Background: an optimization exercise with open tools, aiming at small area and a short achievable clock period. Do not read the settings as production practice.
Function was checked by simulation only, so behaviour that the tests miss may differ from the original.

### flow/run.sh
#!/bin/bash
# synth_recipe.tcl (not shown) runs the flow's synth.tcl, then flattens the netlist and writes it again
# the make line also repeats each setting of config.mk as NAME=value (left out here)
make -C /OpenROAD-flow-scripts/flow DESIGN_CONFIG=/design/flow/config.mk WORK_HOME=/design/flow/orfs CLKGATE_MAP_FILE= SYNTH_SCRIPT=/design/flow/synth_recipe.tcl finish
### flow/config.mk
export PLATFORM = sky130hd
export DESIGN_NAME = tvg_blend4
export DESIGN_NICKNAME = tvg_blend4
export VERILOG_FILES = /design/flow/design.v
export SDC_FILE = /design/flow/constraint.sdc
export NUM_CORES = 4
export LEC_CHECK = 0
export CAP_MARGIN = 20
export CORE_MARGIN = 2
export CORE_UTILIZATION = 40
export SLEW_MARGIN = 20
### flow/constraint.sdc
create_clock -name core_clock -period 30.0 [get_ports {clk}]
set_input_delay 6.0000 -clock core_clock [delete_from_list [all_inputs] [get_ports {clk}]]
set_output_delay 6.0000 -clock core_clock [all_outputs]
set_load 0.01 [all_outputs]
### flow/design.v
module tvg_amul (
    input  wire [7:0] c,
    input  wire [7:0] k,
    output wire [7:0] y
);
    wire [15:0] t = c * k + k;
    assign y = t[15:8];
endmodule
module tvg_amul32 (
    input  wire [31:0] p,
    input  wire [7:0]  k,
    output wire [31:0] y
);
    tvg_amul u3 (.c(p[31:24]), .k(k), .y(y[31:24]));
    tvg_amul u2 (.c(p[23:16]), .k(k), .y(y[23:16]));
    tvg_amul u1 (.c(p[15:8]),  .k(k), .y(y[15:8]));
    tvg_amul u0 (.c(p[7:0]),   .k(k), .y(y[7:0]));
endmodule
module tvg_lane_src (
    input  wire [31:0] x,
    input  wire [7:0]  k,
    input  wire [7:0]  m,
    output wire [31:0] s
);
    wire [31:0] s0;
    tvg_amul32 u_k (.p(x),  .k(k), .y(s0));
    tvg_amul32 u_m (.p(s0), .k(m), .y(s));
endmodule
module tvg_lane_over (
    input  wire        clr,
    input  wire [31:0] s,
    input  wire [31:0] d,
    output wire [31:0] pix
);
    wire [7:0]  f = clr ? 8'h00 : ~s[31:24];
    wire [31:0] dm;
    tvg_amul32 u_d (.p(d), .k(f), .y(dm));
    assign pix = s + dm;
endmodule
module tvg_blend4 (
    input  wire         clk,
    input  wire         rst,           
    input  wire         in_valid,
    input  wire [1:0]   in_op,         
    input  wire         in_cs,         
    input  wire [1:0]   in_mm,         
    input  wire [31:0]  in_color,      
    input  wire [7:0]   in_opacity,    
    input  wire [7:0]   in_cov,        
    input  wire [127:0] in_dst,        
    input  wire [127:0] in_src,        
    input  wire [127:0] in_mask,       
    output reg          out_valid,
    output reg  [127:0] out_pix,       
    output reg          out_dst_rd,    
    output reg          out_mask_rd    
);
    function [7:0] alpha_mul8;
        input [7:0] a;
        input [7:0] b;
        reg   [15:0] t;
        reg   [16:0] u;
        begin
            t = a * b + 16'd128;
            u = t + t[15:8];
            alpha_mul8 = u[15:8];
        end
    endfunction
    reg         v0;
    reg [1:0]   op0;
    reg         cs0;
    reg [1:0]   mm0;
    reg [31:0]  col0;
    reg [7:0]   opa0;
    reg [7:0]   cov0;
    reg [127:0] dst0;
    reg [127:0] src0;
    reg [31:0]  ma0;
    always @(posedge clk) begin
        if (rst)
            v0 <= 1'b0;
        else
            v0 <= in_valid;
        op0  <= in_op;
        cs0  <= in_cs;
        mm0  <= in_mm;
        col0 <= in_color;
        opa0 <= in_opacity;
        cov0 <= in_cov;
        dst0 <= in_dst;
        src0 <= in_src;
        ma0  <= {in_mask[127:120], in_mask[95:88], in_mask[63:56], in_mask[31:24]};
    end
    wire       is_clear = (op0 == 2'd0);
    wire       is_image = op0[1];
    wire       maskon   = mm0[1];
    wire [7:0] c_a      = col0[31:24];
    wire [7:0] u_r = is_image ? alpha_mul8(opa0, cov0) : alpha_mul8(col0[23:16], c_a);
    wire [7:0] c_g = alpha_mul8(col0[15:8], c_a);
    wire [7:0] c_b = alpha_mul8(col0[7:0],  c_a);
    wire [31:0] color_pm = cs0 ? {c_a, c_b, c_g, u_r} : {c_a, u_r, c_g, c_b};
    wire [7:0] k1 = is_clear ? 8'h00 :
                    is_image ? (op0[0] ? u_r : opa0) :
                               cov0;
    wire direct = !is_image && !is_clear && (c_a == 8'hFF) && (mm0 == 2'd0) && (cov0 == 8'hFF);
    reg         v1;
    reg         clr1;
    reg         drd1;
    reg         mrd1;
    reg [7:0]   k_1;
    reg [127:0] x1;
    reg [127:0] d1;
    reg [31:0]  m1;
    integer j;
    always @(posedge clk) begin
        if (rst)
            v1 <= 1'b0;
        else
            v1 <= v0;
        clr1 <= is_clear;
        drd1 <= !is_clear && !direct;
        mrd1 <= !is_clear && maskon;
        k_1  <= k1;
        d1   <= dst0;
        for (j = 0; j < 4; j = j + 1) begin
            x1[32*j +: 32] <= is_image ? src0[32*j +: 32] : color_pm;
            m1[8*j +: 8]   <= !maskon ? 8'hFF : mm0[0] ? ~ma0[8*j +: 8] : ma0[8*j +: 8];
        end
    end
    wire [127:0] s2;
    genvar g;
    generate
        for (g = 0; g < 4; g = g + 1) begin : g_src
            tvg_lane_src u_src (
                .x (x1[32*g +: 32]),
                .k (k_1),
                .m (m1[8*g +: 8]),
                .s (s2[32*g +: 32])
            );
        end
    endgenerate
    reg         v2;
    reg         clr2;
    reg         drd2;
    reg         mrd2;
    reg [127:0] s_2;
    reg [127:0] d2;
    always @(posedge clk) begin
        if (rst)
            v2 <= 1'b0;
        else
            v2 <= v1;
        clr2 <= clr1;
        drd2 <= drd1;
        mrd2 <= mrd1;
        s_2  <= s2;
        d2   <= d1;
    end
    wire [127:0] pix;
    generate
        for (g = 0; g < 4; g = g + 1) begin : g_over
            tvg_lane_over u_over (
                .clr (clr2),
                .s   (s_2[32*g +: 32]),
                .d   (d2[32*g +: 32]),
                .pix (pix[32*g +: 32])
            );
        end
    endgenerate
    always @(posedge clk) begin
        if (rst)
            out_valid <= 1'b0;
        else
            out_valid <= v2;
        out_pix     <= pix;
        out_dst_rd  <= drd2;
        out_mask_rd <= mrd2;
    end
endmodule
==> out/metrics.yaml <==
status: "timing/DRC/antenna clean"
dr.pass1.iters: 6
wl_mm: 340
hold-path-cell-count: 0
fin_util_pct: 44.5
dieArea_sq_um: 346000
synth.top_cell.area_share_pct: 32.5
die_x_microns: 588
cpPeakStageDelay_ns: 0.62
worstHoldStart: "d1[18]$_DFF_P_"
ys_ff_latch: 1033
clk_latency_ns: 0.86
grt_max_degree: 72
synth_area_leaders: "fa_1 (33%), ha_1 (17%), dfxtp_1 (15%)"
worstMarginPinSlew_ns: 1.30
cap_violations: 0
finalMaxSlewViolations: 0
ctsHoldBuffers: 0
area_delta_synth_final_pct: 10.7
cts_max_path_buffers: 4
path_max_fanout: 48
fin_crit_ns: 11.16
drtAntennaViolNets: 0
synthTopCellsByCount: "inv_1 (2,859), fa_1 (2,216), ha_1 (1,844), and2_1 (1,753), nand2_1 (1,744)"
finalNetCount: 19400
dp_hpwl_mm: 270
setup_viol: 0
slew_headroom_pct: 13.5
place_congestion: 0.887
yosysWarningCount: 1
core-area_sq_um: 340000
r2r_start: "k_1[0]$_SDFF_PP0_"
routed_via_density: 4.89
grt_remaining_overflow: 0
clk_pin_slew_ns: 0.06
die_h_microns: 588
rr_worst_depth: 35
ys.flop_type: "dfxtp_1"
timing.rr.end: "s_2[15]$_DFF_P_"
start_util_pct: 40.2
yosysMostFrequentCell: "inv_1"
synth_nets: 19100
tns_ns: 0
worst_path_max_delay_cell: "dfxtp_4"
drive_gt1_share_pct: 3.38
r2r_setup_slack_ns: 18.84
htreeDepth: 4
min_path_type: "reg -> reg"
yosys.area.top_type: "fa_1"
drc: 0
cpMostUsedCell: "fa_1"
holdPathEnd: "d2[18]$_DFF_P_"
fillerInstances: 33100
io_pins: 571
clockRootBuffer: "clkbuf_16"
timing.fmax_ghz: 0.0896
cp-end-kind: "flip-flop"
post-cts-setup-buffer-count: 0
post_cts_resized: 0
whs_ns: 0.300
final_cells: 19600
cts_buffers: 139
synth_cells: 14600
synth_cell_type_count: 106
avgSynthCellArea_sq_um: 9.33
port_buffers: 474
critPathKind: "reg -> reg"
syn_area_sq_um: 136000
vias: 95800
cp.arrival_ns: 11.85
wl_per_cell_microns: 17.4
cp_data_required_time_ns: 30.69
dp_cells: 19300
grt_pass1_vias: 101000
async_flop_share_pct: 0
fin_skew_ns: 0.0598
synth_edf_count: 0
rsz0062_at_grt: "false"
cts_tree: "done"
startpoint_type: "flip-flop"
grt_pass1_wl_mm: 555
row_count: 214
fin_crit_sh_pct: 37.2
clkSinkCount: 1033
yosysSeqAreaShare_pct: 15.2
grt.total_usage_pct: 20.2
drtIter0Drc: 4201
finalHoldViolations: 0
antenna_found_initial: 41
## critical path, delay by kind of cell, from the launching register on
kind                     cells  cell delay (ns)
AO/OA/AOI/OAI               11             2.70
adder cells (fa/ha/maj)     10             4.57
buffers and inverters        8             1.52
AND/OR/NAND/NOR              4             0.91
flip-flops                   1             0.62
XOR/XNOR                     2             0.59
## layer usage
metal  routed length (microns)  track usage [%]  vias up
met5                       115                0        -
met4                     14000             7.22       24
met3                     15100             2.42      468
met2                    161000             34.2     1690
met1                    151000             26.4    47900
li1                          -                -    45700
## worst max path at each step
stage                     cells past startpoint         endpoint              start
after floorplan                              34  s_2[95]$_DFF_P_  k_1[2]$_SDFF_PP0_
after global placement                       35  s_2[15]$_DFF_P_  k_1[0]$_SDFF_PP0_
after detailed placement                     35  s_2[15]$_DFF_P_  k_1[0]$_SDFF_PP0_
after CTS                                    35  s_2[15]$_DFF_P_  k_1[0]$_SDFF_PP0_
after global routing                         35  s_2[14]$_DFF_P_  k_1[0]$_SDFF_PP0_
final                                        35  s_2[15]$_DFF_P_  k_1[0]$_SDFF_PP0_
## state kept, by name, indices dropped and copies added, names as in the netlist, 2 cells and up
signal and flops:
d1 128, d2 128, dst0 128, out_pix 128
s_2 128, src0 128, x1 128, col0 32
m1 32, ma0 32, cov0 8, k_1 8
opa0 8, mm0 2, op0 2
## metrics by stage
step	area (sq um)	setup WS, ns
CTS	151000	18.78
global route	151000	18.20
floorplan	136000	20.46
detailed placement	146000	18.81
global placement	146000	18.94
finish	151000	18.84
## cells in the final DEF (no fill, tap or decap), drive strengths merged, types with 211 or more instances in the layout
cell and count:
a21oi 313, and2 1754, clkdlybuf4s50 474, dfxtp 1033, fa 2216, ha 1844
inv 2888, nand2 1744, nor2 410, o21ai 211, xnor2 371
## cells by family (layout without fill, tap and decap cells)
kind of cell / after synthesis / after routing / share of synthesized area, %
AO/OA/AOI/OAI: 1158 / 1158 / 5.84
XOR/XNOR: 543 / 543 / 3.51
adder cells (fa/ha/maj): 4060 / 4060 / 49.4
buffers and inverters: 3282 / 3699 / 9.04
flip-flops: 1033 / 1033 / 15.2
multiplexers: 39 / 39 / 0.292
other: 0 / 15 / 0
AND/OR/NAND/NOR: 4504 / 4504 / 16.7
## cell type report
class | instances | area [sq um] | area share [%]
diodes | 15 | 37.5 | 0.0249
clock buffers | 169 | 3760 | 2.49
clock inverters | 77 | 955 | 0.632
inverters | 2865 | 10800 | 7.12
multi-input cells | 10300 | 103000 | 68.5
flip-flops and latches | 1033 | 20700 | 13.7
well taps | 4536 | 5680 | 3.76
repair buffers | 588 | 5600 | 3.71

## separate check: timing with driven ports
Ports are ideal in the flow. The routed layout listed here was re-timed in OpenROAD. Step 1, drivers: a clkbuf_16 drives clk and a buf_2 each remaining input, both assumed. Step 2 moves the port delays by t, midway between the first and last clock arrival at a register: inputs arrive t later, outputs are due t later. That takes back most of the time a late clock gives input paths. Slacks: no drivers / after step 1 / after step 2; pairs: no drivers / after step 1.
t (ns): 0.925
setup WS [ns]: 18.844 / 18.844 / 18.844
hold WS [ns]: 0.300 / 0.300 / 0.300
worst slew at a driven data input, ns: 0.20
pins driven straight from the clock port: 1
After both steps this run still meets setup and hold. The setup slack of this run moves by 0.000 ns with the drivers and by 0.000 ns with both steps.
